Context: an optimization exercise on an open-source flow, tuned for small area, a short achievable clock period and few clock cycles per item. The choices shown serve that exercise and are no tape-out recipe. At most, simulation tests tie the RTL to the original design; equivalence was not proved. For run 1, only the layout was checked, not whether the RTL still works.

===== flow/run.sh =====
#!/bin/bash
# Layout: the standard synthesis unchanged, then ORFS's standard layout steps
# with a larger setup margin for repair_timing (same SDC, same clock period) and
# plain buffers (buf_2) as the port buffers. Each tool run's full output goes to
# a log file in this folder.
set -uo pipefail
bash standard.sh synth > synth.log 2>&1 || exit 1
bash standard.sh SETUP_SLACK_MARGIN=8 "BUFFER_PORTS_ARGS=-buffer_cell sky130_fd_sc_hd__buf_2" finish > layout.log 2>&1 || exit 1

===== standard.sh =====
#!/bin/bash
# synth_recipe.tcl (not shown) runs the flow's synth.tcl, then flattens the netlist and writes it again
# the make line also repeats each setting of config.mk as NAME=value (left out here)
make -C /OpenROAD-flow-scripts/flow DESIGN_CONFIG=/design/flow/config.mk WORK_HOME=/design/flow/orfs CLKGATE_MAP_FILE= SYNTH_SCRIPT=/design/flow/synth_recipe.tcl "${@:-finish}"

===== config.mk =====
export PLATFORM = sky130hd
export DESIGN_NAME = spn_core
export DESIGN_NICKNAME = spn_core
export VERILOG_FILES = /design/flow/design.v
export SDC_FILE = /design/flow/constraint.sdc
export NUM_CORES = 8
export LEC_CHECK = 0
export ABC_AREA = 1
export CAP_MARGIN = 30
export CELL_PAD_IN_SITES_DETAIL_PLACEMENT = 1
export CELL_PAD_IN_SITES_GLOBAL_PLACEMENT = 2
export CORE_MARGIN = 2
export CORE_UTILIZATION = 30
export SLEW_MARGIN = 30
export TNS_END_PERCENT = 20

===== constraint.sdc =====
create_clock -name core_clock -period 13.0 [get_ports {clk}]
set_input_delay 2.6000 -clock core_clock [delete_from_list [all_inputs] [get_ports {clk}]]
set_output_delay 2.6000 -clock core_clock [all_outputs]
set_load 0.01 [all_outputs]

===== design.v =====
module spn_ginv(input [7:0] x, output [7:0] y);
  wire new_n17, new_n18, new_n19, new_n20, new_n21, new_n22, new_n23,
    new_n24, new_n25, new_n26, new_n27, new_n28, new_n29, new_n30, new_n31,
    new_n32, new_n33, new_n34, new_n35, new_n36, new_n37, new_n38, new_n39,
    new_n40, new_n41, new_n42, new_n43, new_n44, new_n45, new_n46, new_n47,
    new_n48, new_n49, new_n50, new_n51, new_n52, new_n53, new_n54, new_n55,
    new_n56, new_n57, new_n58, new_n59, new_n60, new_n61, new_n62, new_n63,
    new_n64, new_n65, new_n66, new_n67, new_n68, new_n69, new_n70, new_n71,
    new_n72, new_n73, new_n74, new_n75, new_n76, new_n77, new_n78, new_n79,
    new_n80, new_n81, new_n82, new_n83, new_n84, new_n85, new_n86, new_n87,
    new_n88, new_n89, new_n90, new_n91, new_n92, new_n93, new_n94, new_n95,
    new_n96, new_n97, new_n98, new_n99, new_n100, new_n101, new_n102,
    new_n103, new_n104, new_n105, new_n106, new_n107, new_n108, new_n109,
    new_n110, new_n111, new_n112, new_n113, new_n114, new_n115, new_n116,
    new_n117, new_n118, new_n119, new_n120, new_n121, new_n122, new_n123,
    new_n124, new_n125, new_n126, new_n127, new_n128, new_n129, new_n130,
    new_n131, new_n132, new_n133, new_n134, new_n135, new_n136, new_n137,
    new_n138, new_n139, new_n140, new_n141, new_n142, new_n143, new_n144,
    new_n145, new_n146, new_n147, new_n148, new_n149, new_n150, new_n152,
    new_n153, new_n154, new_n155, new_n156, new_n157, new_n158, new_n159,
    new_n160, new_n161, new_n162, new_n163, new_n164, new_n165, new_n166,
    new_n167, new_n168, new_n169, new_n170, new_n171, new_n172, new_n173,
    new_n174, new_n175, new_n176, new_n177, new_n178, new_n179, new_n180,
    new_n181, new_n182, new_n183, new_n184, new_n185, new_n186, new_n187,
    new_n188, new_n189, new_n190, new_n191, new_n192, new_n193, new_n194,
    new_n195, new_n196, new_n197, new_n198, new_n199, new_n200, new_n201,
    new_n202, new_n203, new_n204, new_n205, new_n206, new_n207, new_n208,
    new_n209, new_n210, new_n211, new_n212, new_n213, new_n214, new_n215,
    new_n216, new_n217, new_n218, new_n219, new_n220, new_n221, new_n222,
    new_n223, new_n224, new_n225, new_n226, new_n227, new_n228, new_n229,
    new_n230, new_n231, new_n232, new_n233, new_n234, new_n235, new_n236,
    new_n237, new_n238, new_n239, new_n240, new_n241, new_n242, new_n243,
    new_n244, new_n245, new_n246, new_n247, new_n248, new_n250, new_n251,
    new_n252, new_n253, new_n254, new_n255, new_n256, new_n257, new_n258,
    new_n259, new_n260, new_n261, new_n262, new_n263, new_n264, new_n265,
    new_n266, new_n267, new_n268, new_n269, new_n270, new_n271, new_n272,
    new_n273, new_n274, new_n275, new_n276, new_n277, new_n278, new_n279,
    new_n280, new_n281, new_n282, new_n283, new_n284, new_n285, new_n286,
    new_n287, new_n288, new_n289, new_n290, new_n291, new_n292, new_n293,
    new_n294, new_n295, new_n296, new_n297, new_n298, new_n299, new_n300,
    new_n301, new_n302, new_n303, new_n304, new_n305, new_n306, new_n307,
    new_n308, new_n309, new_n310, new_n311, new_n312, new_n313, new_n314,
    new_n315, new_n316, new_n317, new_n318, new_n319, new_n320, new_n321,
    new_n322, new_n323, new_n324, new_n325, new_n326, new_n327, new_n328,
    new_n330, new_n331, new_n332, new_n333, new_n334, new_n335, new_n336,
    new_n337, new_n338, new_n339, new_n340, new_n341, new_n342, new_n343,
    new_n344, new_n345, new_n346, new_n347, new_n348, new_n349, new_n350,
    new_n351, new_n352, new_n353, new_n354, new_n355, new_n356, new_n357,
    new_n358, new_n359, new_n360, new_n361, new_n362, new_n363, new_n364,
    new_n365, new_n366, new_n367, new_n368, new_n369, new_n370, new_n371,
    new_n372, new_n373, new_n374, new_n375, new_n376, new_n377, new_n378,
    new_n379, new_n380, new_n381, new_n382, new_n383, new_n384, new_n385,
    new_n386, new_n387, new_n388, new_n389, new_n390, new_n391, new_n392,
    new_n393, new_n394, new_n395, new_n396, new_n397, new_n398, new_n399,
    new_n400, new_n401, new_n402, new_n403, new_n404, new_n405, new_n406,
    new_n407, new_n408, new_n409, new_n410, new_n412, new_n413, new_n414,
    new_n415, new_n416, new_n417, new_n418, new_n419, new_n420, new_n421,
    new_n422, new_n423, new_n424, new_n425, new_n426, new_n427, new_n428,
    new_n429, new_n430, new_n431, new_n432, new_n433, new_n434, new_n435,
    new_n436, new_n437, new_n438, new_n439, new_n440, new_n441, new_n442,
    new_n443, new_n444, new_n445, new_n446, new_n447, new_n448, new_n449,
    new_n450, new_n451, new_n452, new_n453, new_n454, new_n455, new_n456,
    new_n457, new_n458, new_n459, new_n460, new_n461, new_n462, new_n463,
    new_n464, new_n465, new_n466, new_n467, new_n468, new_n469, new_n470,
    new_n471, new_n472, new_n473, new_n474, new_n475, new_n477, new_n478,
    new_n479, new_n480, new_n481, new_n482, new_n483, new_n484, new_n485,
    new_n486, new_n487, new_n488, new_n489, new_n490, new_n491, new_n492,
    new_n493, new_n494, new_n495, new_n496, new_n497, new_n498, new_n499,
    new_n500, new_n501, new_n502, new_n503, new_n504, new_n505, new_n506,
    new_n507, new_n508, new_n509, new_n510, new_n511, new_n512, new_n513,
    new_n514, new_n515, new_n516, new_n517, new_n518, new_n519, new_n520,
    new_n521, new_n522, new_n523, new_n524, new_n525, new_n526, new_n527,
    new_n528, new_n529, new_n530, new_n531, new_n532, new_n533, new_n534,
    new_n535, new_n536, new_n538, new_n539, new_n540, new_n541, new_n542,
    new_n543, new_n544, new_n545, new_n546, new_n547, new_n548, new_n549,
    new_n550, new_n551, new_n552, new_n553, new_n554, new_n555, new_n556,
    new_n557, new_n558, new_n559, new_n560, new_n561, new_n562, new_n563,
    new_n564, new_n565, new_n566, new_n567, new_n568, new_n569, new_n570,
    new_n571, new_n572, new_n573, new_n574, new_n575, new_n576, new_n577,
    new_n578, new_n579, new_n580, new_n581, new_n582, new_n583, new_n584,
    new_n585, new_n586, new_n587, new_n588, new_n589, new_n590, new_n591,
    new_n592, new_n593, new_n594, new_n596, new_n597, new_n598, new_n599,
    new_n600, new_n601, new_n602, new_n603, new_n604, new_n605, new_n606,
    new_n607, new_n608, new_n609, new_n610, new_n611, new_n612, new_n613,
    new_n614, new_n615, new_n616, new_n617, new_n618, new_n619, new_n620,
    new_n621, new_n622, new_n623, new_n624, new_n625, new_n626, new_n627,
    new_n628, new_n629, new_n630, new_n631, new_n632, new_n633, new_n634,
    new_n635, new_n636, new_n637, new_n638, new_n639, new_n640, new_n641,
    new_n642, new_n643, new_n644, new_n645, new_n646, new_n647, new_n648,
    new_n649, new_n650, new_n651, new_n652;
  assign new_n17 = ~x[0] & x[2];
  assign new_n18 = x[3] & new_n17;
  assign new_n19 = x[0] & ~x[1];
  assign new_n20 = x[2] & ~new_n19;
  assign new_n21 = ~x[3] & ~new_n20;
  assign new_n22 = ~new_n18 & ~new_n21;
  assign new_n23 = x[5] & new_n22;
  assign new_n24 = ~x[1] & x[2];
  assign new_n25 = x[0] & ~x[2];
  assign new_n26 = ~x[3] & ~new_n25;
  assign new_n27 = ~new_n24 & new_n26;
  assign new_n28 = x[3] & new_n20;
  assign new_n29 = ~x[5] & ~new_n28;
  assign new_n30 = ~new_n27 & new_n29;
  assign new_n31 = x[6] & ~new_n30;
  assign new_n32 = ~new_n23 & new_n31;
  assign new_n33 = ~x[0] & ~x[2];
  assign new_n34 = x[1] & new_n33;
  assign new_n35 = ~x[1] & new_n25;
  assign new_n36 = ~new_n34 & ~new_n35;
  assign new_n37 = ~x[0] & new_n24;
  assign new_n38 = new_n36 & ~new_n37;
  assign new_n39 = x[3] & ~new_n38;
  assign new_n40 = ~x[1] & ~x[2];
  assign new_n41 = ~x[3] & ~new_n40;
  assign new_n42 = ~x[0] & x[1];
  assign new_n43 = new_n41 & ~new_n42;
  assign new_n44 = ~x[5] & ~new_n43;
  assign new_n45 = ~new_n39 & new_n44;
  assign new_n46 = ~x[3] & ~new_n33;
  assign new_n47 = ~x[1] & new_n46;
  assign new_n48 = x[3] & ~new_n33;
  assign new_n49 = x[5] & ~new_n48;
  assign new_n50 = ~new_n47 & new_n49;
  assign new_n51 = ~x[6] & ~new_n50;
  assign new_n52 = ~new_n45 & new_n51;
  assign new_n53 = x[4] & ~new_n52;
  assign new_n54 = ~new_n32 & new_n53;
  assign new_n55 = ~x[0] & new_n40;
  assign new_n56 = x[5] & ~new_n55;
  assign new_n57 = ~x[0] & ~x[1];
  assign new_n58 = x[0] & x[1];
  assign new_n59 = ~new_n57 & ~new_n58;
  assign new_n60 = x[2] & new_n59;
  assign new_n61 = new_n41 & ~new_n60;
  assign new_n62 = ~x[3] & ~new_n61;
  assign new_n63 = new_n56 & ~new_n62;
  assign new_n64 = ~x[0] & x[3];
  assign new_n65 = new_n24 & new_n64;
  assign new_n66 = ~x[5] & ~new_n35;
  assign new_n67 = ~new_n65 & new_n66;
  assign new_n68 = ~new_n63 & ~new_n67;
  assign new_n69 = x[6] & ~new_n68;
  assign new_n70 = ~new_n20 & new_n36;
  assign new_n71 = ~x[3] & ~new_n70;
  assign new_n72 = ~x[2] & new_n58;
  assign new_n73 = x[3] & ~new_n57;
  assign new_n74 = ~new_n72 & new_n73;
  assign new_n75 = ~x[5] & ~new_n74;
  assign new_n76 = ~new_n71 & new_n75;
  assign new_n77 = x[3] & ~new_n59;
  assign new_n78 = ~x[2] & new_n77;
  assign new_n79 = x[5] & ~new_n43;
  assign new_n80 = ~new_n78 & new_n79;
  assign new_n81 = ~x[6] & ~new_n80;
  assign new_n82 = ~new_n76 & new_n81;
  assign new_n83 = ~x[4] & ~new_n82;
  assign new_n84 = ~new_n69 & new_n83;
  assign new_n85 = ~new_n54 & ~new_n84;
  assign new_n86 = ~x[7] & ~new_n85;
  assign new_n87 = x[3] & ~new_n25;
  assign new_n88 = x[3] & new_n33;
  assign new_n89 = ~new_n41 & ~new_n59;
  assign new_n90 = ~new_n88 & new_n89;
  assign new_n91 = new_n87 & ~new_n90;
  assign new_n92 = ~new_n27 & ~new_n91;
  assign new_n93 = x[4] & ~new_n92;
  assign new_n94 = x[0] & x[2];
  assign new_n95 = ~new_n33 & ~new_n94;
  assign new_n96 = ~x[1] & x[3];
  assign new_n97 = new_n95 & new_n96;
  assign new_n98 = ~new_n88 & ~new_n97;
  assign new_n99 = ~x[3] & ~new_n19;
  assign new_n100 = ~new_n17 & new_n99;
  assign new_n101 = ~x[4] & ~new_n100;
  assign new_n102 = new_n98 & new_n101;
  assign new_n103 = x[6] & ~new_n102;
  assign new_n104 = ~new_n93 & new_n103;
  assign new_n105 = x[1] & ~x[2];
  assign new_n106 = ~x[3] & new_n105;
  assign new_n107 = x[4] & ~new_n106;
  assign new_n108 = x[4] & ~new_n58;
  assign new_n109 = ~new_n107 & ~new_n108;
  assign new_n110 = ~x[0] & ~new_n40;
  assign new_n111 = x[3] & new_n110;
  assign new_n112 = ~new_n109 & ~new_n111;
  assign new_n113 = ~new_n20 & new_n26;
  assign new_n114 = ~x[4] & ~new_n64;
  assign new_n115 = x[1] & x[3];
  assign new_n116 = ~x[2] & new_n115;
  assign new_n117 = new_n114 & ~new_n116;
  assign new_n118 = ~new_n113 & new_n117;
  assign new_n119 = ~x[6] & ~new_n118;
  assign new_n120 = ~new_n112 & new_n119;
  assign new_n121 = ~new_n104 & ~new_n120;
  assign new_n122 = ~x[5] & ~new_n121;
  assign new_n123 = ~x[3] & ~new_n24;
  assign new_n124 = ~new_n34 & new_n123;
  assign new_n125 = ~x[4] & ~new_n124;
  assign new_n126 = ~new_n18 & ~new_n115;
  assign new_n127 = x[1] & x[2];
  assign new_n128 = ~x[0] & new_n127;
  assign new_n129 = ~new_n126 & ~new_n128;
  assign new_n130 = new_n125 & ~new_n129;
  assign new_n131 = x[4] & ~new_n64;
  assign new_n132 = x[1] & ~new_n17;
  assign new_n133 = new_n123 & ~new_n132;
  assign new_n134 = new_n131 & ~new_n133;
  assign new_n135 = x[6] & ~new_n134;
  assign new_n136 = ~new_n130 & new_n135;
  assign new_n137 = new_n94 & new_n96;
  assign new_n138 = ~x[4] & ~new_n137;
  assign new_n139 = ~x[3] & ~new_n94;
  assign new_n140 = new_n36 & new_n139;
  assign new_n141 = new_n138 & ~new_n140;
  assign new_n142 = new_n41 & ~new_n128;
  assign new_n143 = x[4] & ~new_n77;
  assign new_n144 = ~new_n142 & new_n143;
  assign new_n145 = ~x[6] & ~new_n144;
  assign new_n146 = ~new_n141 & new_n145;
  assign new_n147 = ~new_n136 & ~new_n146;
  assign new_n148 = x[5] & ~new_n147;
  assign new_n149 = x[7] & ~new_n148;
  assign new_n150 = ~new_n122 & new_n149;
  assign y[0] = ~new_n86 & ~new_n150;
  assign new_n152 = x[3] & ~new_n24;
  assign new_n153 = ~new_n57 & new_n152;
  assign new_n154 = ~x[4] & ~new_n153;
  assign new_n155 = ~new_n42 & new_n139;
  assign new_n156 = ~new_n40 & new_n155;
  assign new_n157 = new_n41 & new_n59;
  assign new_n158 = ~new_n156 & ~new_n157;
  assign new_n159 = new_n154 & new_n158;
  assign new_n160 = x[4] & ~new_n137;
  assign new_n161 = ~new_n62 & new_n160;
  assign new_n162 = ~new_n159 & ~new_n161;
  assign new_n163 = x[5] & ~new_n162;
  assign new_n164 = x[0] & x[3];
  assign new_n165 = ~new_n40 & ~new_n127;
  assign new_n166 = new_n164 & ~new_n165;
  assign new_n167 = ~x[3] & ~new_n37;
  assign new_n168 = x[4] & ~x[5];
  assign new_n169 = ~new_n167 & new_n168;
  assign new_n170 = ~new_n166 & new_n169;
  assign new_n171 = ~new_n95 & new_n115;
  assign new_n172 = ~new_n97 & ~new_n171;
  assign new_n173 = ~x[4] & ~x[5];
  assign new_n174 = new_n99 & ~new_n128;
  assign new_n175 = new_n173 & ~new_n174;
  assign new_n176 = new_n172 & new_n175;
  assign new_n177 = x[7] & ~new_n176;
  assign new_n178 = ~new_n170 & new_n177;
  assign new_n179 = ~new_n163 & new_n178;
  assign new_n180 = x[1] & new_n46;
  assign new_n181 = x[4] & ~new_n180;
  assign new_n182 = x[1] & new_n95;
  assign new_n183 = new_n153 & ~new_n182;
  assign new_n184 = new_n181 & ~new_n183;
  assign new_n185 = ~x[4] & ~new_n105;
  assign new_n186 = ~new_n88 & new_n185;
  assign new_n187 = ~x[3] & new_n25;
  assign new_n188 = new_n186 & ~new_n187;
  assign new_n189 = ~x[5] & ~new_n188;
  assign new_n190 = ~new_n184 & new_n189;
  assign new_n191 = ~new_n19 & ~new_n127;
  assign new_n192 = new_n48 & new_n191;
  assign new_n193 = ~x[4] & ~new_n192;
  assign new_n194 = ~new_n164 & new_n193;
  assign new_n195 = ~new_n167 & new_n194;
  assign new_n196 = ~new_n17 & new_n36;
  assign new_n197 = x[3] & new_n196;
  assign new_n198 = new_n59 & new_n123;
  assign new_n199 = x[4] & ~new_n198;
  assign new_n200 = ~new_n197 & new_n199;
  assign new_n201 = x[5] & ~new_n200;
  assign new_n202 = ~new_n195 & new_n201;
  assign new_n203 = ~new_n190 & ~new_n202;
  assign new_n204 = ~x[7] & ~new_n203;
  assign new_n205 = ~new_n179 & ~new_n204;
  assign new_n206 = x[6] & ~new_n205;
  assign new_n207 = ~new_n24 & ~new_n182;
  assign new_n208 = ~x[3] & ~new_n207;
  assign new_n209 = ~x[4] & ~new_n208;
  assign new_n210 = ~new_n166 & new_n209;
  assign new_n211 = x[0] & new_n165;
  assign new_n212 = new_n48 & ~new_n211;
  assign new_n213 = ~new_n17 & new_n41;
  assign new_n214 = x[4] & ~new_n213;
  assign new_n215 = ~new_n212 & new_n214;
  assign new_n216 = ~x[5] & ~new_n215;
  assign new_n217 = ~new_n210 & new_n216;
  assign new_n218 = x[3] & ~new_n35;
  assign new_n219 = ~new_n127 & new_n218;
  assign new_n220 = ~x[4] & ~new_n43;
  assign new_n221 = ~new_n180 & new_n220;
  assign new_n222 = ~new_n219 & new_n221;
  assign new_n223 = ~x[2] & ~new_n59;
  assign new_n224 = new_n152 & ~new_n223;
  assign new_n225 = ~x[3] & ~new_n42;
  assign new_n226 = ~new_n20 & new_n225;
  assign new_n227 = x[4] & ~new_n226;
  assign new_n228 = ~new_n224 & new_n227;
  assign new_n229 = ~new_n222 & ~new_n228;
  assign new_n230 = x[5] & ~new_n229;
  assign new_n231 = ~x[7] & ~new_n230;
  assign new_n232 = ~new_n217 & new_n231;
  assign new_n233 = new_n107 & ~new_n224;
  assign new_n234 = x[2] & x[3];
  assign new_n235 = ~x[4] & ~new_n234;
  assign new_n236 = ~new_n191 & new_n235;
  assign new_n237 = x[5] & ~new_n236;
  assign new_n238 = ~new_n233 & new_n237;
  assign new_n239 = ~new_n17 & ~new_n164;
  assign new_n240 = new_n108 & ~new_n239;
  assign new_n241 = ~x[5] & ~new_n72;
  assign new_n242 = ~x[4] & new_n115;
  assign new_n243 = new_n241 & ~new_n242;
  assign new_n244 = ~new_n240 & new_n243;
  assign new_n245 = x[7] & ~new_n244;
  assign new_n246 = ~new_n238 & new_n245;
  assign new_n247 = ~x[6] & ~new_n246;
  assign new_n248 = ~new_n232 & new_n247;
  assign y[1] = new_n206 | new_n248;
  assign new_n250 = ~x[0] & new_n165;
  assign new_n251 = new_n139 & ~new_n250;
  assign new_n252 = ~new_n97 & ~new_n192;
  assign new_n253 = ~new_n251 & new_n252;
  assign new_n254 = x[4] & ~new_n253;
  assign new_n255 = x[0] & ~new_n165;
  assign new_n256 = x[3] & ~new_n255;
  assign new_n257 = ~new_n47 & ~new_n256;
  assign new_n258 = new_n114 & ~new_n257;
  assign new_n259 = ~new_n254 & ~new_n258;
  assign new_n260 = x[5] & ~new_n259;
  assign new_n261 = new_n87 & ~new_n110;
  assign new_n262 = new_n168 & ~new_n261;
  assign new_n263 = new_n158 & new_n262;
  assign new_n264 = ~new_n105 & ~new_n153;
  assign new_n265 = ~new_n116 & new_n173;
  assign new_n266 = ~new_n264 & new_n265;
  assign new_n267 = ~x[6] & ~new_n266;
  assign new_n268 = ~new_n263 & new_n267;
  assign new_n269 = ~new_n260 & new_n268;
  assign new_n270 = ~x[2] & x[3];
  assign new_n271 = ~new_n42 & new_n270;
  assign new_n272 = ~new_n58 & new_n167;
  assign new_n273 = ~x[4] & ~new_n272;
  assign new_n274 = ~new_n271 & new_n273;
  assign new_n275 = ~x[0] & ~new_n105;
  assign new_n276 = ~x[3] & ~new_n275;
  assign new_n277 = x[4] & ~new_n276;
  assign new_n278 = ~new_n78 & new_n277;
  assign new_n279 = x[5] & ~new_n278;
  assign new_n280 = ~new_n274 & new_n279;
  assign new_n281 = new_n131 & new_n241;
  assign new_n282 = ~new_n96 & ~new_n139;
  assign new_n283 = new_n173 & ~new_n282;
  assign new_n284 = x[6] & ~new_n283;
  assign new_n285 = ~new_n281 & new_n284;
  assign new_n286 = ~new_n280 & new_n285;
  assign new_n287 = ~new_n269 & ~new_n286;
  assign new_n288 = ~x[7] & ~new_n287;
  assign new_n289 = x[4] & ~new_n96;
  assign new_n290 = ~new_n270 & new_n289;
  assign new_n291 = x[4] & ~new_n59;
  assign new_n292 = ~new_n290 & ~new_n291;
  assign new_n293 = ~new_n24 & new_n140;
  assign new_n294 = ~new_n292 & ~new_n293;
  assign new_n295 = ~x[4] & new_n172;
  assign new_n296 = ~new_n71 & new_n295;
  assign new_n297 = ~new_n294 & ~new_n296;
  assign new_n298 = ~x[5] & ~new_n297;
  assign new_n299 = ~x[3] & new_n196;
  assign new_n300 = new_n154 & ~new_n299;
  assign new_n301 = new_n46 & ~new_n211;
  assign new_n302 = x[4] & ~new_n301;
  assign new_n303 = x[5] & ~new_n302;
  assign new_n304 = ~new_n300 & new_n303;
  assign new_n305 = ~new_n298 & ~new_n304;
  assign new_n306 = ~x[6] & ~new_n305;
  assign new_n307 = x[0] & new_n41;
  assign new_n308 = ~new_n59 & new_n87;
  assign new_n309 = new_n98 & ~new_n308;
  assign new_n310 = ~new_n307 & new_n309;
  assign new_n311 = x[4] & ~new_n310;
  assign new_n312 = ~x[3] & new_n223;
  assign new_n313 = ~x[4] & ~new_n312;
  assign new_n314 = ~new_n197 & new_n313;
  assign new_n315 = ~new_n311 & ~new_n314;
  assign new_n316 = x[5] & ~new_n315;
  assign new_n317 = x[3] & new_n191;
  assign new_n318 = ~x[3] & ~new_n38;
  assign new_n319 = ~new_n317 & ~new_n318;
  assign new_n320 = new_n168 & ~new_n319;
  assign new_n321 = new_n64 & ~new_n127;
  assign new_n322 = new_n173 & ~new_n321;
  assign new_n323 = ~new_n155 & new_n322;
  assign new_n324 = x[6] & ~new_n323;
  assign new_n325 = ~new_n320 & new_n324;
  assign new_n326 = ~new_n316 & new_n325;
  assign new_n327 = ~new_n306 & ~new_n326;
  assign new_n328 = x[7] & ~new_n327;
  assign y[2] = ~new_n288 & ~new_n328;
  assign new_n330 = ~x[3] & new_n59;
  assign new_n331 = x[3] & ~new_n250;
  assign new_n332 = ~new_n330 & ~new_n331;
  assign new_n333 = ~new_n94 & ~new_n332;
  assign new_n334 = ~x[5] & ~new_n333;
  assign new_n335 = ~x[3] & ~new_n182;
  assign new_n336 = x[5] & new_n252;
  assign new_n337 = ~new_n335 & new_n336;
  assign new_n338 = ~x[6] & ~new_n337;
  assign new_n339 = ~new_n334 & new_n338;
  assign new_n340 = new_n46 & ~new_n57;
  assign new_n341 = ~new_n255 & new_n340;
  assign new_n342 = new_n152 & ~new_n275;
  assign new_n343 = ~new_n341 & ~new_n342;
  assign new_n344 = ~x[5] & ~new_n343;
  assign new_n345 = x[3] & ~new_n94;
  assign new_n346 = ~new_n105 & new_n345;
  assign new_n347 = x[5] & ~new_n340;
  assign new_n348 = ~new_n346 & new_n347;
  assign new_n349 = x[6] & ~new_n348;
  assign new_n350 = ~new_n344 & new_n349;
  assign new_n351 = ~x[4] & ~new_n350;
  assign new_n352 = ~new_n339 & new_n351;
  assign new_n353 = new_n26 & ~new_n60;
  assign new_n354 = x[3] & new_n94;
  assign new_n355 = new_n172 & ~new_n354;
  assign new_n356 = ~new_n353 & new_n355;
  assign new_n357 = new_n56 & new_n356;
  assign new_n358 = new_n95 & ~new_n96;
  assign new_n359 = ~new_n88 & ~new_n358;
  assign new_n360 = ~x[5] & ~new_n359;
  assign new_n361 = x[6] & ~new_n360;
  assign new_n362 = ~new_n357 & new_n361;
  assign new_n363 = x[1] & new_n26;
  assign new_n364 = x[3] & new_n35;
  assign new_n365 = ~x[5] & ~new_n364;
  assign new_n366 = ~new_n363 & new_n365;
  assign new_n367 = new_n46 & ~new_n182;
  assign new_n368 = ~new_n24 & new_n87;
  assign new_n369 = x[5] & ~new_n368;
  assign new_n370 = ~new_n367 & new_n369;
  assign new_n371 = ~new_n366 & ~new_n370;
  assign new_n372 = ~x[6] & ~new_n371;
  assign new_n373 = x[4] & ~new_n372;
  assign new_n374 = ~new_n362 & new_n373;
  assign new_n375 = ~new_n352 & ~new_n374;
  assign new_n376 = x[7] & ~new_n375;
  assign new_n377 = x[3] & new_n58;
  assign new_n378 = ~x[4] & ~new_n377;
  assign new_n379 = ~new_n318 & new_n378;
  assign new_n380 = new_n99 & ~new_n165;
  assign new_n381 = new_n160 & ~new_n380;
  assign new_n382 = x[5] & ~new_n381;
  assign new_n383 = ~new_n379 & new_n382;
  assign new_n384 = ~new_n211 & new_n225;
  assign new_n385 = x[1] & new_n87;
  assign new_n386 = ~new_n384 & ~new_n385;
  assign new_n387 = new_n173 & ~new_n386;
  assign new_n388 = new_n126 & new_n168;
  assign new_n389 = ~new_n157 & new_n388;
  assign new_n390 = x[6] & ~new_n389;
  assign new_n391 = ~new_n387 & new_n390;
  assign new_n392 = ~new_n383 & new_n391;
  assign new_n393 = ~new_n77 & new_n235;
  assign new_n394 = ~new_n156 & new_n393;
  assign new_n395 = x[4] & new_n98;
  assign new_n396 = ~new_n71 & new_n395;
  assign new_n397 = ~new_n394 & ~new_n396;
  assign new_n398 = x[5] & ~new_n397;
  assign new_n399 = new_n168 & ~new_n345;
  assign new_n400 = ~new_n142 & new_n399;
  assign new_n401 = new_n110 & ~new_n234;
  assign new_n402 = ~x[2] & new_n96;
  assign new_n403 = ~x[4] & ~new_n402;
  assign new_n404 = ~new_n401 & new_n403;
  assign new_n405 = ~x[5] & ~new_n404;
  assign new_n406 = ~new_n400 & new_n405;
  assign new_n407 = ~x[6] & ~new_n406;
  assign new_n408 = ~new_n398 & new_n407;
  assign new_n409 = ~new_n392 & ~new_n408;
  assign new_n410 = ~x[7] & ~new_n409;
  assign y[3] = ~new_n376 & ~new_n410;
  assign new_n412 = new_n143 & ~new_n255;
  assign new_n413 = ~new_n192 & new_n273;
  assign new_n414 = ~new_n412 & ~new_n413;
  assign new_n415 = ~x[5] & ~new_n414;
  assign new_n416 = ~new_n128 & new_n218;
  assign new_n417 = ~new_n251 & ~new_n416;
  assign new_n418 = ~x[4] & ~new_n417;
  assign new_n419 = ~new_n19 & new_n48;
  assign new_n420 = ~new_n109 & ~new_n419;
  assign new_n421 = x[5] & ~new_n420;
  assign new_n422 = ~new_n418 & new_n421;
  assign new_n423 = ~new_n415 & ~new_n422;
  assign new_n424 = ~x[7] & ~new_n423;
  assign new_n425 = ~new_n55 & new_n139;
  assign new_n426 = ~new_n180 & ~new_n425;
  assign new_n427 = ~new_n183 & new_n426;
  assign new_n428 = x[4] & ~new_n427;
  assign new_n429 = ~new_n114 & ~new_n185;
  assign new_n430 = ~new_n24 & ~new_n429;
  assign new_n431 = ~x[5] & ~new_n430;
  assign new_n432 = ~new_n428 & new_n431;
  assign new_n433 = ~new_n105 & new_n164;
  assign new_n434 = ~new_n33 & ~new_n433;
  assign new_n435 = new_n107 & new_n434;
  assign new_n436 = ~new_n46 & ~new_n271;
  assign new_n437 = ~x[4] & ~new_n436;
  assign new_n438 = x[5] & ~new_n437;
  assign new_n439 = ~new_n435 & new_n438;
  assign new_n440 = x[7] & ~new_n439;
  assign new_n441 = ~new_n432 & new_n440;
  assign new_n442 = ~new_n424 & ~new_n441;
  assign new_n443 = x[6] & ~new_n442;
  assign new_n444 = ~new_n115 & ~new_n239;
  assign new_n445 = new_n185 & ~new_n444;
  assign new_n446 = ~new_n22 & new_n445;
  assign new_n447 = ~new_n429 & ~new_n446;
  assign new_n448 = ~new_n25 & new_n41;
  assign new_n449 = x[3] & ~new_n40;
  assign new_n450 = ~new_n128 & new_n449;
  assign new_n451 = x[4] & ~new_n450;
  assign new_n452 = ~new_n448 & new_n451;
  assign new_n453 = x[5] & ~new_n452;
  assign new_n454 = ~new_n447 & new_n453;
  assign new_n455 = new_n173 & ~new_n354;
  assign new_n456 = ~new_n312 & new_n455;
  assign new_n457 = new_n168 & ~new_n356;
  assign new_n458 = ~new_n456 & ~new_n457;
  assign new_n459 = ~new_n454 & new_n458;
  assign new_n460 = x[7] & ~new_n459;
  assign new_n461 = new_n168 & ~new_n384;
  assign new_n462 = new_n309 & new_n461;
  assign new_n463 = new_n191 & new_n403;
  assign new_n464 = x[4] & ~new_n116;
  assign new_n465 = ~new_n124 & new_n464;
  assign new_n466 = x[5] & ~new_n465;
  assign new_n467 = ~new_n463 & new_n466;
  assign new_n468 = ~new_n40 & new_n340;
  assign new_n469 = ~new_n65 & new_n173;
  assign new_n470 = ~new_n468 & new_n469;
  assign new_n471 = ~x[7] & ~new_n470;
  assign new_n472 = ~new_n467 & new_n471;
  assign new_n473 = ~new_n462 & new_n472;
  assign new_n474 = ~x[6] & ~new_n473;
  assign new_n475 = ~new_n460 & new_n474;
  assign y[4] = ~new_n443 & ~new_n475;
  assign new_n477 = x[3] & ~new_n70;
  assign new_n478 = ~new_n272 & ~new_n477;
  assign new_n479 = new_n168 & ~new_n478;
  assign new_n480 = new_n26 & ~new_n132;
  assign new_n481 = new_n290 & ~new_n480;
  assign new_n482 = ~new_n312 & new_n481;
  assign new_n483 = ~x[4] & ~new_n18;
  assign new_n484 = ~new_n251 & new_n483;
  assign new_n485 = x[5] & ~new_n484;
  assign new_n486 = ~new_n482 & new_n485;
  assign new_n487 = ~new_n24 & new_n164;
  assign new_n488 = new_n173 & ~new_n487;
  assign new_n489 = ~new_n335 & new_n488;
  assign new_n490 = ~x[6] & ~new_n489;
  assign new_n491 = ~new_n486 & new_n490;
  assign new_n492 = ~new_n479 & new_n491;
  assign new_n493 = ~new_n105 & new_n167;
  assign new_n494 = new_n289 & ~new_n493;
  assign new_n495 = ~x[4] & ~new_n28;
  assign new_n496 = ~x[1] & new_n64;
  assign new_n497 = ~new_n157 & ~new_n496;
  assign new_n498 = new_n495 & new_n497;
  assign new_n499 = x[5] & ~new_n498;
  assign new_n500 = ~new_n494 & new_n499;
  assign new_n501 = new_n168 & ~new_n308;
  assign new_n502 = ~new_n425 & new_n501;
  assign new_n503 = ~new_n90 & new_n173;
  assign new_n504 = x[6] & ~new_n503;
  assign new_n505 = ~new_n502 & new_n504;
  assign new_n506 = ~new_n500 & new_n505;
  assign new_n507 = ~new_n492 & ~new_n506;
  assign new_n508 = ~x[7] & ~new_n507;
  assign new_n509 = ~new_n25 & ~new_n250;
  assign new_n510 = new_n289 & ~new_n509;
  assign new_n511 = ~new_n99 & ~new_n132;
  assign new_n512 = new_n404 & ~new_n511;
  assign new_n513 = ~new_n510 & ~new_n512;
  assign new_n514 = x[5] & ~new_n513;
  assign new_n515 = new_n165 & new_n345;
  assign new_n516 = new_n26 & ~new_n42;
  assign new_n517 = new_n173 & ~new_n516;
  assign new_n518 = ~new_n515 & new_n517;
  assign new_n519 = ~new_n47 & new_n399;
  assign new_n520 = ~new_n518 & ~new_n519;
  assign new_n521 = ~new_n514 & new_n520;
  assign new_n522 = x[6] & ~new_n521;
  assign new_n523 = ~new_n73 & ~new_n480;
  assign new_n524 = x[4] & ~new_n523;
  assign new_n525 = ~new_n330 & new_n495;
  assign new_n526 = ~x[5] & ~new_n525;
  assign new_n527 = ~new_n524 & new_n526;
  assign new_n528 = ~new_n261 & new_n273;
  assign new_n529 = x[4] & ~new_n340;
  assign new_n530 = ~new_n219 & new_n529;
  assign new_n531 = x[5] & ~new_n530;
  assign new_n532 = ~new_n528 & new_n531;
  assign new_n533 = ~new_n527 & ~new_n532;
  assign new_n534 = ~x[6] & ~new_n533;
  assign new_n535 = x[7] & ~new_n534;
  assign new_n536 = ~new_n522 & new_n535;
  assign y[5] = ~new_n508 & ~new_n536;
  assign new_n538 = ~new_n60 & ~new_n436;
  assign new_n539 = ~x[4] & ~new_n538;
  assign new_n540 = ~x[3] & new_n55;
  assign new_n541 = ~new_n292 & ~new_n540;
  assign new_n542 = x[6] & ~new_n541;
  assign new_n543 = ~new_n539 & new_n542;
  assign new_n544 = ~new_n358 & ~new_n496;
  assign new_n545 = new_n181 & new_n544;
  assign new_n546 = ~new_n261 & ~new_n276;
  assign new_n547 = new_n220 & new_n546;
  assign new_n548 = ~x[6] & ~new_n547;
  assign new_n549 = ~new_n545 & new_n548;
  assign new_n550 = ~x[7] & ~new_n549;
  assign new_n551 = ~new_n543 & new_n550;
  assign new_n552 = ~new_n171 & new_n529;
  assign new_n553 = ~new_n48 & new_n125;
  assign new_n554 = ~x[6] & ~new_n553;
  assign new_n555 = ~new_n552 & new_n554;
  assign new_n556 = ~x[1] & new_n26;
  assign new_n557 = new_n131 & ~new_n556;
  assign new_n558 = x[6] & ~new_n445;
  assign new_n559 = ~new_n557 & new_n558;
  assign new_n560 = x[7] & ~new_n559;
  assign new_n561 = ~new_n555 & new_n560;
  assign new_n562 = x[5] & ~new_n561;
  assign new_n563 = ~new_n551 & new_n562;
  assign new_n564 = x[3] & ~new_n207;
  assign new_n565 = ~new_n155 & ~new_n564;
  assign new_n566 = x[4] & ~new_n565;
  assign new_n567 = ~new_n25 & ~new_n127;
  assign new_n568 = ~new_n18 & new_n567;
  assign new_n569 = new_n378 & ~new_n568;
  assign new_n570 = ~new_n566 & ~new_n569;
  assign new_n571 = x[6] & ~new_n570;
  assign new_n572 = new_n181 & ~new_n540;
  assign new_n573 = ~new_n256 & new_n572;
  assign new_n574 = new_n221 & ~new_n331;
  assign new_n575 = ~x[6] & ~new_n574;
  assign new_n576 = ~new_n573 & new_n575;
  assign new_n577 = ~x[7] & ~new_n576;
  assign new_n578 = ~new_n571 & new_n577;
  assign new_n579 = ~new_n152 & ~new_n157;
  assign new_n580 = x[4] & ~new_n579;
  assign new_n581 = ~new_n72 & new_n276;
  assign new_n582 = new_n193 & ~new_n581;
  assign new_n583 = ~x[6] & ~new_n582;
  assign new_n584 = ~new_n580 & new_n583;
  assign new_n585 = ~new_n17 & ~new_n87;
  assign new_n586 = new_n430 & new_n585;
  assign new_n587 = ~x[2] & new_n330;
  assign new_n588 = x[6] & ~new_n346;
  assign new_n589 = ~new_n587 & new_n588;
  assign new_n590 = ~new_n586 & new_n589;
  assign new_n591 = x[7] & ~new_n590;
  assign new_n592 = ~new_n584 & new_n591;
  assign new_n593 = ~x[5] & ~new_n592;
  assign new_n594 = ~new_n578 & new_n593;
  assign y[6] = new_n563 | new_n594;
  assign new_n596 = new_n123 & ~new_n223;
  assign new_n597 = ~new_n88 & new_n378;
  assign new_n598 = ~new_n596 & new_n597;
  assign new_n599 = ~new_n26 & ~new_n377;
  assign new_n600 = new_n464 & new_n599;
  assign new_n601 = ~x[6] & ~new_n600;
  assign new_n602 = ~new_n598 & new_n601;
  assign new_n603 = x[4] & ~new_n139;
  assign new_n604 = ~new_n60 & new_n603;
  assign new_n605 = ~new_n385 & new_n604;
  assign new_n606 = ~x[4] & ~new_n511;
  assign new_n607 = x[6] & ~new_n606;
  assign new_n608 = ~new_n605 & new_n607;
  assign new_n609 = ~new_n602 & ~new_n608;
  assign new_n610 = x[7] & ~new_n609;
  assign new_n611 = x[4] & new_n126;
  assign new_n612 = ~new_n87 & ~new_n250;
  assign new_n613 = new_n611 & ~new_n612;
  assign new_n614 = ~new_n180 & ~new_n368;
  assign new_n615 = ~x[4] & ~new_n614;
  assign new_n616 = ~new_n613 & ~new_n615;
  assign new_n617 = ~x[6] & ~new_n616;
  assign new_n618 = ~new_n87 & new_n107;
  assign new_n619 = ~new_n330 & new_n618;
  assign new_n620 = new_n186 & ~new_n211;
  assign new_n621 = x[6] & ~new_n620;
  assign new_n622 = ~new_n619 & new_n621;
  assign new_n623 = ~x[7] & ~new_n622;
  assign new_n624 = ~new_n617 & new_n623;
  assign new_n625 = ~new_n610 & ~new_n624;
  assign new_n626 = x[5] & ~new_n625;
  assign new_n627 = x[3] & new_n509;
  assign new_n628 = new_n209 & ~new_n627;
  assign new_n629 = new_n289 & ~new_n345;
  assign new_n630 = ~new_n448 & new_n629;
  assign new_n631 = ~new_n628 & ~new_n630;
  assign new_n632 = x[6] & ~new_n631;
  assign new_n633 = ~new_n449 & ~new_n480;
  assign new_n634 = x[4] & ~new_n633;
  assign new_n635 = new_n138 & ~new_n581;
  assign new_n636 = ~x[6] & ~new_n635;
  assign new_n637 = ~new_n634 & new_n636;
  assign new_n638 = x[7] & ~new_n637;
  assign new_n639 = ~new_n632 & new_n638;
  assign new_n640 = new_n131 & ~new_n573;
  assign new_n641 = ~new_n100 & ~new_n556;
  assign new_n642 = new_n194 & new_n641;
  assign new_n643 = x[6] & ~new_n642;
  assign new_n644 = ~new_n640 & new_n643;
  assign new_n645 = ~new_n318 & new_n611;
  assign new_n646 = ~new_n61 & new_n393;
  assign new_n647 = ~new_n645 & ~new_n646;
  assign new_n648 = ~x[6] & ~new_n647;
  assign new_n649 = ~x[7] & ~new_n648;
  assign new_n650 = ~new_n644 & new_n649;
  assign new_n651 = ~x[5] & ~new_n650;
  assign new_n652 = ~new_n639 & new_n651;
  assign y[7] = ~new_n626 & ~new_n652;
endmodule
module spn_core (
  input  wire         clk,
  input  wire         rst,
  input  wire         start,
  input  wire [1:0]   op,
  input  wire [1:0]   klen,
  input  wire [255:0] key,
  input  wire [127:0] din,
  output reg          busy,
  output reg          done,
  output reg          err,
  output wire [127:0] dout
);
  localparam OP_KS  = 2'd0;
  localparam OP_ENC = 2'd1;
  localparam OP_DEC = 2'd2;
  localparam M_IDLE = 3'd0;
  localparam M_KS2  = 3'd2;    
  localparam M_KS3  = 3'd3;    
  localparam M_KS4  = 3'd4;    
  localparam M_WALK = 3'd5;    
  localparam M_ENC  = 3'd6;
  localparam M_DEC  = 3'd7;
  localparam [127:0] C63 = {16{8'h63}};
  reg  [2:0]   mode;
  reg          key_valid;
  reg          wend;         
  reg  [1:0]   nkc;          
  reg  [3:0]   pq;           
  reg          last;         
  reg          sel_dec;      
  reg          save;         
  reg  [127:0] yr;           
  reg  [127:0] kout;         
  reg  [255:0] win;
  reg  [255:0] rsv;
  wire [3:0] nr1 = 4'd11 + {1'b0, nkc, 1'b0};    
  wire accept = start && !busy;
  function [7:0] xt;
    input [7:0] a;
    begin
      xt = {a[6:0], 1'b0} ^ (a[7] ? 8'h1b : 8'h00);
    end
  endfunction
  function [31:0] mix_col;
    input [31:0] col;
    reg   [7:0]  a0, a1, a2, a3;
    begin
      a0 = col[31:24]; a1 = col[23:16]; a2 = col[15:8]; a3 = col[7:0];
      mix_col = {xt(a0 ^ a1) ^ (a1 ^ (a2 ^ a3)),
                 xt(a1 ^ a2) ^ (a2 ^ (a3 ^ a0)),
                 xt(a2 ^ a3) ^ (a3 ^ (a0 ^ a1)),
                 xt(a3 ^ a0) ^ (a0 ^ (a1 ^ a2))};
    end
  endfunction
  function [7:0] x4;
    input [7:0] a;
    begin
      x4 = {a[5], a[4], a[3] ^ a[7], a[2] ^ a[6] ^ a[7], a[1] ^ a[6], a[0] ^ a[7], a[6] ^ a[7], a[6]};
    end
  endfunction
  function [7:0] x8;
    input [7:0] a;
    begin
      x8 = {a[4], a[3] ^ a[7], a[2] ^ a[6] ^ a[7], a[1] ^ a[5] ^ a[6], a[0] ^ a[5] ^ a[7],
            a[6] ^ a[7], a[5] ^ a[6], a[5]};
    end
  endfunction
  function [31:0] imc_add;
    input [31:0] a;
    input [31:0] m;
    reg   [7:0]  a0, a1, a2, a3, e, u, v;
    begin
      a0 = a[31:24]; a1 = a[23:16]; a2 = a[15:8]; a3 = a[7:0];
      e = x8((a0 ^ a1) ^ (a2 ^ a3));
      u = x4(a0 ^ a2);
      v = x4(a1 ^ a3);
      imc_add = {(m[31:24] ^ u) ^ e, (m[23:16] ^ v) ^ e, (m[15:8] ^ u) ^ e, (m[7:0] ^ v) ^ e};
    end
  endfunction
  function [127:0] shift_rows;
    input [127:0] s;
    integer r, c;
    begin
      for (r = 0; r < 4; r = r + 1)
        for (c = 0; c < 4; c = c + 1)
          shift_rows[127 - 8*(r + 4*c) -: 8] = s[127 - 8*(r + 4*((c + r) % 4)) -: 8];
    end
  endfunction
  function [127:0] shift_rows2;
    input [127:0] s;
    integer r, c;
    begin
      for (r = 0; r < 4; r = r + 1)
        for (c = 0; c < 4; c = c + 1)
          shift_rows2[127 - 8*(r + 4*c) -: 8] = s[127 - 8*(r + 4*((c + 2*r) % 4)) -: 8];
    end
  endfunction
  function [7:0] rcon_of;
    input [3:0] i;
    begin
      case (i)
        4'd1:  rcon_of = 8'h01;
        4'd2:  rcon_of = 8'h02;
        4'd3:  rcon_of = 8'h04;
        4'd4:  rcon_of = 8'h08;
        4'd5:  rcon_of = 8'h10;
        4'd6:  rcon_of = 8'h20;
        4'd7:  rcon_of = 8'h40;
        4'd8:  rcon_of = 8'h80;
        4'd9:  rcon_of = 8'h1b;
        4'd10: rcon_of = 8'h36;
        default: rcon_of = 8'h00;
      endcase
    end
  endfunction
  wire [31:0] w0 = win[255:224], w1 = win[223:192], w2 = win[191:160], w3 = win[159:128];
  wire [31:0] w4 = win[127:96],  w5 = win[95:64],   w6 = win[63:32],    w7 = win[31:0];
  function [15:0] step_pattern;
    input [1:0] k;
    input [3:0] q;
    input       fwd;
    reg         s0, s2, rt;
    reg  [3:0]  ri;
    reg  [4:0]  sel;
    reg  [1:0]  m3;
    begin
      case (q)
        4'd0, 4'd3, 4'd6, 4'd9, 4'd12, 4'd15: m3 = 2'd0;
        4'd1, 4'd4, 4'd7, 4'd10, 4'd13:       m3 = 2'd1;
        default:                              m3 = 2'd2;
      endcase
      s0 = 1'b0; s2 = 1'b0; rt = 1'b0; ri = 4'd0;
      case (k)
        2'd0: begin
          s0 = 1'b1; rt = 1'b1;
          ri = fwd ? q : q - 4'd2;
        end
        2'd1: begin
          if (m3 == 2'd0) begin
            s0 = 1'b1; rt = 1'b1;
            case (q)
              4'd3:  ri = fwd ? 4'd2  : 4'd1;
              4'd6:  ri = fwd ? 4'd4  : 4'd3;
              4'd9:  ri = fwd ? 4'd6  : 4'd5;
              4'd12: ri = fwd ? 4'd8  : 4'd7;
              default: ri = fwd ? 4'd10 : 4'd9;
            endcase
          end else if (m3 == 2'd1) begin
            s2 = 1'b1; rt = 1'b1;
            case (q)
              4'd1:  ri = fwd ? 4'd1 : 4'd0;
              4'd4:  ri = fwd ? 4'd3 : 4'd2;
              4'd7:  ri = fwd ? 4'd5 : 4'd4;
              4'd10: ri = fwd ? 4'd7 : 4'd6;
              default: ri = fwd ? 4'd9 : 4'd8;
            endcase
          end
        end
        default: begin
          s0 = 1'b1;
          rt = fwd ? !q[0] : q[0];
          ri = {1'b0, q[3:1]};
        end
      endcase
      if (fwd)
        sel = s2 ? 5'b00010 : 5'b00001;
      else if (k == 2'd0)
        sel = 5'b00100;
      else if (k == 2'd1 && s0)
        sel = 5'b10000;
      else
        sel = 5'b01000;
      step_pattern = {s0, s2, rt, rt ? rcon_of(ri) : 8'h00, sel};
    end
  endfunction
  reg        kfwd;                  
  reg        sub0, sub2, rot;
  reg  [7:0] krc;
  reg  [4:0] ksel;
  wire [31:0] ksin = ({32{ksel[0]}} & w7) | ({32{ksel[1]}} & (w7 ^ w2 ^ w3)) |
                     ({32{ksel[2]}} & (w2 ^ w3)) | ({32{ksel[3]}} & w3) |
                     ({32{ksel[4]}} & w1);
  wire [31:0] ksub_i;
  genvar g;
  generate
    for (g = 0; g < 4; g = g + 1) begin : g_ksbox
      spn_ginv u_inv (.x(ksin[31 - 8*g -: 8]), .y(ksub_i[31 - 8*g -: 8]));
    end
  endgenerate
  wire [31:0] ksub = ksub_i ^ 32'h63636363;
  wire [31:0] kt   = rot ? ({ksub[23:0], ksub[31:24]} ^ {krc, 24'h000000}) : ksub;
  reg [31:0] b0, b1, b2, b3, c0, c1, c2, c3;
  always @(*) begin
    case (nkc)
      2'd0:    begin {b0, b1, b2, b3} = {w4, w5, w6, w7}; {c0, c1, c2, c3} = {w0, w1, w2, w3}; end
      2'd1:    begin {b0, b1, b2, b3} = {w2, w3, w4, w5}; {c0, c1, c2, c3} = {w2, w3, w4, w5}; end
      default: begin {b0, b1, b2, b3} = {w0, w1, w2, w3}; {c0, c1, c2, c3} = {w4, w5, w6, w7}; end
    endcase
  end
  wire [31:0] fx = sub0 ? 32'd0 : w7;       
  wire [31:0] p0 = b0 ^ fx;
  wire [31:0] p1 = p0 ^ b1;
  wire [31:0] p2 = sub2 ? b2 : (p1 ^ b2);
  wire [31:0] p3 = p2 ^ b3;
  wire [31:0] q0 = c0 ^ (sub0 ? 32'd0 : w1);
  wire [31:0] q1 = c1 ^ c0;
  wire [31:0] q2 = c2 ^ (sub2 ? 32'd0 : c1);
  wire [31:0] q3 = c3 ^ c2;
  wire [127:0] kpq   = kfwd ? {p0, p1, p2, p3} : {q0, q1, q2, q3};
  wire [3:0]   kmask = kfwd ? {sub0, sub0, sub0 | sub2, sub0 | sub2} : {sub0, 1'b0, sub2, 1'b0};
  wire [127:0] nw    = kpq ^ ({{32{kmask[3]}}, {32{kmask[2]}}, {32{kmask[1]}}, {32{kmask[0]}}} &
                             {kt, kt, kt, kt});
  wire [255:0] win_fwd = {win[127:0], nw};
  wire [255:0] win_bwd = {nw, win[255:128]};
  wire [127:0] rk_e = win[127:0];
  wire [127:0] rk_d = win[255:128];
  wire [127:0] mc_in = yr ^ ((rk_d ^ C63) & {128{sel_dec}});
  wire [127:0] mc    = {mix_col(mc_in[127:96]), mix_col(mc_in[95:64]),
                        mix_col(mc_in[63:32]),  mix_col(mc_in[31:0])};
  wire [127:0] e_next = mc ^ rk_e ^ C63;
  wire [127:0] d_imc = {imc_add(mc_in[127:96], mc[127:96]), imc_add(mc_in[95:64], mc[95:64]),
                        imc_add(mc_in[63:32], mc[63:32]),   imc_add(mc_in[31:0], mc[31:0])};
  wire [127:0] d_next = shift_rows2(d_imc);
  assign dout = yr ^ kout;
  wire [127:0] k_enc  = wend ? rsv[255:128] : win[255:128];
  wire [127:0] k_dec  = wend ? win[127:0] : rsv[127:0];
  wire [127:0] a_enc  = din ^ k_enc;
  wire [127:0] a_dec  = shift_rows2(din ^ k_dec ^ C63);
  wire [127:0] a_next = op[1] ? a_dec : a_enc;
  wire [127:0] x_next = (mode == M_IDLE) ? a_next : (mode == M_ENC) ? e_next : d_next;
  wire [127:0] y_next;
  generate
    for (g = 0; g < 16; g = g + 1) begin : g_dinv
      spn_ginv u_inv (.x(x_next[127 - 8*g -: 8]), .y(y_next[127 - 8*g -: 8]));
    end
  endgenerate
  wire [127:0] z_next = shift_rows(y_next);
  wire go_enc = accept && (op == OP_ENC) && key_valid;
  wire go_dec = accept && (op == OP_DEC) && key_valid;
  wire go_ks  = accept && (op == OP_KS) && (klen != 2'd3);
  wire go_err = accept && !go_enc && !go_dec && !go_ks;
  reg [2:0] mode_n;
  reg [3:0] pq_n;
  reg [1:0] nkc_n;
  reg       fin;           
  always @(*) begin
    mode_n = mode;
    pq_n   = pq;
    nkc_n  = nkc;
    fin    = 1'b0;
    case (mode)
      M_IDLE: begin
        if (go_ks) begin
          mode_n = M_KS2;
          nkc_n  = klen;
          pq_n   = 4'd2;
        end else if (go_enc) begin
          mode_n = M_ENC;
          pq_n   = 4'd2;
        end else if (go_dec) begin
          mode_n = M_DEC;
          pq_n   = nr1;
        end
      end
      M_KS2: begin
        mode_n = M_KS3;
        pq_n   = 4'd1;
      end
      M_KS3: begin
        mode_n = M_KS4;
        pq_n   = 4'd2;
      end
      M_KS4, M_WALK: begin
        mode_n = M_WALK;
        pq_n   = pq + 4'd1;
        if (pq == nr1 - 4'd1) begin    
          mode_n = M_IDLE;
          fin    = 1'b1;
        end
      end
      M_ENC: begin
        pq_n = pq + 4'd1;
        if (last) begin
          mode_n = M_IDLE;
          fin    = 1'b1;
        end
      end
      default: begin    
        pq_n = pq - 4'd1;
        if (last) begin
          mode_n = M_IDLE;
          fin    = 1'b1;
        end
      end
    endcase
  end
  wire [3:0]  nr1_n  = 4'd11 + {1'b0, nkc_n, 1'b0};
  wire        kfwd_n = (mode_n != M_DEC) && (mode_n != M_KS2);
  wire [15:0] pat_n  = step_pattern(nkc_n, pq_n, kfwd_n);
  wire        last_n = (mode_n == M_ENC) ? (pq_n == nr1_n - 4'd1) : (pq_n == 4'd3);
  always @(posedge clk) begin
    yr <= z_next;
    kout <= nw ^ (C63 & {128{kfwd}});
  end
  always @(posedge clk) begin
    if (mode == M_IDLE) begin
      if (go_ks)
        win <= key;
      else if ((go_enc && wend) || (go_dec && !wend))
        win <= rsv;
    end else begin
      case (mode)
        M_KS2:  win <= win_bwd;
        M_DEC:  win <= win_bwd;
        default: win <= win_fwd;
      endcase
    end
  end
  always @(posedge clk) begin
    if (save)
      rsv <= win;
  end
  always @(posedge clk) begin
    pq   <= pq_n;
    nkc  <= nkc_n;
    last <= last_n;
    sel_dec <= (mode_n == M_DEC);
    save <= (go_enc && !wend) || (go_dec && wend) || (mode == M_KS3);
    kfwd <= kfwd_n;
    {sub0, sub2, rot, krc, ksel} <= pat_n;
  end
  always @(posedge clk) begin
    if (rst) begin
      mode      <= M_IDLE;
      busy      <= 1'b0;
      done      <= 1'b0;
      err       <= 1'b0;
      key_valid <= 1'b0;
    end else begin
      mode <= mode_n;
      busy <= (mode_n != M_IDLE);
      done <= fin || go_err;
      err  <= go_err;
      if (go_ks)
        key_valid <= 1'b0;
      else if (fin && mode != M_ENC && mode != M_DEC)
        key_valid <= 1'b1;
      if (fin)
        wend <= (mode != M_DEC);
    end
  end
endmodule

==> results.toml, run 1 <==
[run_status]
outcome = "timing/DRC/antenna clean"

[detailed_routing]
first_iter_violations = 25500
drt-total-wl_um = 1040000
ant_nets = 0
vias_per_cell = 6.16
drt_pass1_iterations = 7
routedWlPerCell_um = 36.3
drc = 0
via_count = 176000

[timing]
hold_viol = 0
min_period_over_period_pct = 41.4
slew_viol_final = 0
grt_setup_unrepaired = "yes"
finClkSkew_ps = 108
relSlewSlack_pct = 20.6
finalCriticalPeriod_ps = 5380
tns_ps = 0
fmax_ghz = 0.186
worst_pin_slew_ps = 1180
setup_ws_ps = 7620
setup_violations = 0
hold_slack_ps = 455

[setup_path]
end_kind = "primary output"
path_max_fanout = 3
required_ps = 10400
path_class = "flop to primary output"
cp.arrival_ps = 2780
critPathLaunchType = "flop"

[final_layout]
nets = 23600
final_cell_mix = "nand2_1, nand3_1, inv_1"
layout_commonest_cell = "nand2_1"
fin_cells = 28600
areaGrowthSynthToFinish_pct = 17.9
stdcell_area_um2 = 146000
drive_gt1_share_pct = 12.8
fill_cells = 55400
final_core_util_pct = 35.5

[logic_synthesis]
syn_nets = 23200
seq_area_frac_synth_pct = 17.2
synth-edff-count = 513
synthArstFlopShare_pct = 0
synthDominantCellAreaShare_pct = 26.1
synth_warnings = 1
ys_ff_latch = 802
syn-instance-count = 22500
yosys.area.top_type = "nand2_1"
syn_area_um2 = 124000
yosys_most_used_dff = "edfxtp_1"
synth.distinct_cells = 66
syn_area_per_cell_um2 = 5.48
synth_area_leaders = "nand2_1, nand3_1, edfxtp_1, inv_1, o21ai_0"

[placed_design]
postPlaceCellArea_um2 = 131000
dp.cells = 27800
place_congestion = 1.07
dp_slack_ps = 5220
io_buffers = 521
dp_hpwl_um = 796000

[clock_tree]
cts_tree = "built"
clk_pin_slew_ps = 60
htreeDepth = 3
cts_root_buf = "clkbuf_16"
cts_hold_buf = 0
cts_sinks = 802
numCtsBuffers = 123
insertion_delay_ps = 1010
cts.path.max_buffers = 4

[run]
cap_violations = 0

[grt]
grt_max_degree = 139
antenna_found_initial = 130
grt_usage_pct = 47.2
first_global_vias = 164000
grt_remaining_overflow = 0
grt_first_pass_wirelength_um = 1390000

[floorplan]
start_util_pct = 30.1
rows = 235
die_h_um = 646
die_x_um = 646
io_pins = 522
core_area_um2 = 410000
die_area_um2 = 417000

[worst_hold_path]
hold_class = "flop to flop"
[kinds of logic (layout without fill, tap and decap cells)]
group	count (synthesis)	after routing	synth area share [%]
flip-flops	802	802	17.2
XOR/XNOR	774	774	5.82
adder cells (fa/ha/maj)	259	259	2.63
AO/OA/AOI/OAI	3226	3226	14.8
AND/OR/NAND/NOR	14300	14300	49.1
buffers and inverters	3097	3574	10.2
multiplexers	38	38	0.308
other	0	98	0
[layer usage]
metal / vias up / wire length, um / share of wire, % / track usage [%]
met4: 40 / 102000 / 9.9 / 37.4
met3: 2611 / 122000 / 12 / 13.1
li1: 75100 / - / - / -
met5: - / 383 / 0.037 / 0
met1: 86400 / 399000 / 39 / 59.5
met2: 11700 / 413000 / 40 / 67.3
[what timing repair did]
item                                    in CTS  in global routing
gates cloned                                32                  8
endpoints found under the setup margin     585                603
resized for setup                          974                513
setup buffers                              217                147
pin swaps                                   48                 61
[registers in the layout (all words and copies together), names as in the netlist, 2 cells and up]
signal,flops
rsv,256
win,256
kout,128
yr,128
krc,8
ksel,5
pq,4
mode,3
nkc,2
[area by class of cell]
| type | count | area [um^2] | area share [%] |
|---|---|---|---|
| Multi-Input combinational cell | 18600 | 94700 | 65.0 |
| Sequential cell | 802 | 21200 | 14.6 |
| Timing Repair Buffer | 1262 | 10100 | 6.94 |
| Inverter | 2072 | 8330 | 5.72 |
| Tap cell | 5451 | 6820 | 4.68 |
| Clock buffer | 158 | 3370 | 2.32 |
| Clock inverter | 71 | 753 | 0.517 |
| Antenna cell | 98 | 245 | 0.168 |
| Timing Repair inverter | 11 | 82.6 | 0.0567 |
[cells in the mapped netlist, types with 281 or more instances]
master and instances:
o21ai_0 1329, buf_2 281, nand3_1 3614, nand4_1 330
inv_1 1877, a21oi_1 919, a22oi_1 346, nand2_1 8605
xor2_1 576, dfxtp_1 289, clkbuf_1 521, edfxtp_1 513
nor2_1 1338
[path summary, 6_finish.rpt]
path / from / end / slack (ps) / depth (start not counted)
worst min register to register: win[44]$_DFFE_PP_ / rsv[44]$_DFFE_PP_ / 460 / 0
worst max register to register: win[158]$_DFFE_PP_ / yr[117]$_DFF_P_ / 7630 / 27
worst max-delay path: yr[36]$_DFF_P_ / dout[36] / 7620 / 2
worst min-delay path: win[44]$_DFFE_PP_ / rsv[44]$_DFFE_PP_ / 460 / 0
[critical path, cell delays in order, from the launching register on]
cell     delay, ps
dfxtp_1        540
xor2_1         950
buf_2          290
==> run 2: changes to the inputs <==
--- a/design.v
+++ b/design.v
@@ -1031,3 +1031,4 @@
     yr <= z_next;
-    kout <= nw ^ (C63 & {128{kfwd}});
+    if (last && (mode == M_ENC || mode == M_DEC))
+      kout <= nw ^ (C63 & {128{kfwd}});
   end
--- a/config.mk
+++ b/config.mk
@@ -8,3 +8,3 @@
 export ABC_AREA = 1
-export CAP_MARGIN = 30
+export CAP_MARGIN = 20
 export CELL_PAD_IN_SITES_DETAIL_PLACEMENT = 1
@@ -13,3 +13,2 @@
 export CORE_UTILIZATION = 30
-export SLEW_MARGIN = 30
-export TNS_END_PERCENT = 20
+export SLEW_MARGIN = 20
==> results.toml, run 2 <==
[placed_design]
dp_hpwl_um = 809000
place_congestion = 1.11
io_buffers = 521

[clock_tree]
cts.path.max_buffers = 4
numCtsBuffers = 123
clk_pin_slew_ps = 60
cts_sinks = 802
cts_root_buf = "clkbuf_16"
htreeDepth = 3
cts_tree = "built"
insertion_delay_ps = 980
cts_hold_buf = 0

[final_layout]
regArea_um2 = 22500
final_cell_mix = "nand2_1, nand3_1, inv_1"
drive_gt1_share_pct = 15.6
nets = 23800
reg_top3 = "rsv x256, win x256"
fill_cells = 55400
multi_input_area_um2 = 98200
layout_commonest_cell = "nand2_1"
areaGrowthSynthToFinish_pct = 21.9

[setup_path]
crit_start = "sel_dec$_DFF_P_"
worst_r2r_endpoint = "yr[34]$_DFF_P_"
path_class = "flop to flop"
cp.arrival_ps = 5950
end_kind = "flop"
required_ps = 13860
reg2reg_slack_ps = 7910
path_max_fanout = 29
r2r_cells = 22
critPathLaunchType = "flop"
worstSetupEndpoint = "yr[34]$_DFF_P_"
r2r_start = "sel_dec$_DFF_P_"

[detailed_routing]
met1_length_um = 396000
routed.top_layer = "met5"
drt-total-wl_um = 1060000
first_iter_violations = 25500
drt_pass1_iterations = 7
drc = 0
vias_per_cell = 6.21
via_count = 179000
routedWlPerCell_um = 36.9
dr_wl_met2_um = 424000
ant_nets = 0
dr_wl_met3_um = 130000

[timing]
hold_viol = 0
hold_slack_ps = 486
grt_setup_unrepaired = "yes"
tns_ps = 0
finalCriticalPeriod_ps = 5090
finClkSkew_ps = 76.9
min_period_over_period_pct = 39.2
worst_pin_slew_ps = 1310
setup_violations = 0
fmax_ghz = 0.196
slew_viol_final = 0
relSlewSlack_pct = 12.8

[floorplan]
rows = 237
io_pins = 522
start_util_pct = 30.1
core_area_um2 = 417000
die_area_um2 = 423000
die_h_um = 651
die_x_um = 651

[logic_synthesis]
syn_area_per_cell_um2 = 5.58
netlist_top_cells_count = "nand2_1, nand3_1, inv_1, nor2_1, o21ai_0"
yosysMostFrequentCell = "nand2_1"
synth-edff-count = 641
synth-xor-area-share_pct = 6.32
syn-instance-count = 22500
yosys_most_used_dff = "edfxtp_1"
synth_area_leaders = "nand2_1, edfxtp_1, nand3_1, inv_1, o21ai_0"
synth_fa_ha_area_share_pct = 2.59
synth_warnings = 1
yosys.area.top_type = "nand2_1"
synth_top_family_by_area = "simple AND/OR/NAND/NOR gates"
synth.distinct_cells = 73
synth-simple-area-share_pct = 48.1
synthDominantCellAreaShare_pct = 25.6
ys_ff_latch = 802
synthArstFlopShare_pct = 0
seq_area_frac_synth_pct = 17.9
syn_nets = 23100
syn_area_um2 = 125000
synth.mux.area_fraction_pct = 0.247
synth_compound_area_share_pct = 14.6

[run_status]
outcome = "timing/DRC/antenna clean"

[run]
cap_violations = 0

[grt]
grt_first_pass_wirelength_um = 1410000
antenna_found_initial = 129
grt_remaining_overflow = 0
grt_usage_pct = 47.4
first_global_vias = 167000
grt_max_degree = 139

[worst_hold_path]
hold_class = "flop to flop"
[run 2: cell families after synthesis]
group           after synthesis
xor+xnor                    817
flops                       802
mux                          31
buf+inv                    3096
fa+ha+maj                   259
simple gates              14300
compound gates             3214
[run 2: area by class of cell]
| type | instances | area share [%] |
|---|---|---|
| antenna | 64 | 0.105 |
| clock buffer | 151 | 2.19 |
| clock inverter | 73 | 0.598 |
| inverter | 2088 | 5.61 |
| multi-input combinational | 18600 | 64.2 |
| sequential | 802 | 14.7 |
| tap | 5497 | 4.50 |
| timing repair buffer | 1462 | 7.96 |
| timing repair inverter | 17 | 0.120 |
[run 2: routing by layer]
| layer | vias up | global-route usage [%] |
|---|---|---|
| met5 | - | 0.0226 |
| met3 | 3203 | 13.7 |
| li1 | 75500 | - |
| met1 | 87600 | 58.5 |
| met2 | 12200 | 68.2 |
| met4 | 60 | 38.4 |
[run 2: how the worst min path moves through the flow]
stage	from	depth (start not counted)	to	slack [ps]
2_1_floorplan	win[139]$_DFFE_PP_	0	rsv[139]$_DFFE_PP_	420
3_3_place_gp	win[224]$_DFFE_PP_	0	rsv[224]$_DFFE_PP_	460
3_5_place_dp	win[56]$_DFFE_PP_	0	rsv[56]$_DFFE_PP_	470
4_1_cts	win[56]$_DFFE_PP_	0	rsv[56]$_DFFE_PP_	480
5_1_grt	win[56]$_DFFE_PP_	0	rsv[56]$_DFFE_PP_	500
6_report	win[171]$_DFFE_PP_	0	rsv[171]$_DFFE_PP_	490
[run 2: per-stage QoR]
step	cell area, um^2	utilization (%)	setup slack (ps)	cells
2_1_floorplan	126000	-	5380	22500
3_3_place_gp	133000	32.0	4720	27900
3_5_place_dp	133000	32.0	4820	27900
4_1_cts	146000	35.0	7870	28400
5_1_grt	153000	36.7	7840	28700
6_report	153000	36.7	7910	28800
[run 2: timing repair]
action / CTS / global route
gates resized for setup: 1181 / 1041
setup endpoints to repair: 736 / 473
pin swaps: 78 / 163
buffers inserted: 301 / 273
gates cloned: 31 / 17
[run 2: worst max-delay path, cell delays in order, from the launching register on]
cell      delay (ps)
dfxtp_4          370
buf_16           210
buf_16           200
buf_16           210
nand2_1          150
xor2_4           250
buf_4            180
buf_4            100
xor2_1           310
nand3_1          160
nand3_1          110
nand3_1           90
nand2_1          400
o21bai_2         330
nand2_1          240
buf_6            280
inv_4            310
nand2_1          210
a21oi_1          160
nor3_1            60
a21oi_1          240
nand2_1          160
nand2_1          140
Testbench counts of run 2, summed over its fixed seeds: cycles 6,694, blocks 512.

## separate check: timing with driven ports
In the flow no input, the clock included, has a driving cell. The finished layouts below were timed again as built, in two steps.
Step 1, drivers: a clkbuf_16 drives clk and a buf_2 each remaining input, both assumed.
Step 2 also shifts input and output timing later by t, the mid clock arrival at the registers, as if the neighbouring blocks saw the same clock.
a / b / c = no drivers / after step 1 / after step 2; a / b = the first two.
run	t, ns	setup WS [ns]	hold WS [ns]	slew at the worst register clock pin (ns)	cell pins on the clock port's net
run 1	1.097	7.615 / 7.474 / 6.556	0.455 / 0.455 / 0.455	0.07 / 0.07	1
run 2	1.079	7.909 / 7.690 / 6.611	0.486 / 0.486 / 0.486	0.08 / 0.08	1
After both steps every run listed still meets setup and hold. For run 2, which loses most, drivers alone change the setup slack by -0.219 ns; drivers and shift together by -1.298 ns.
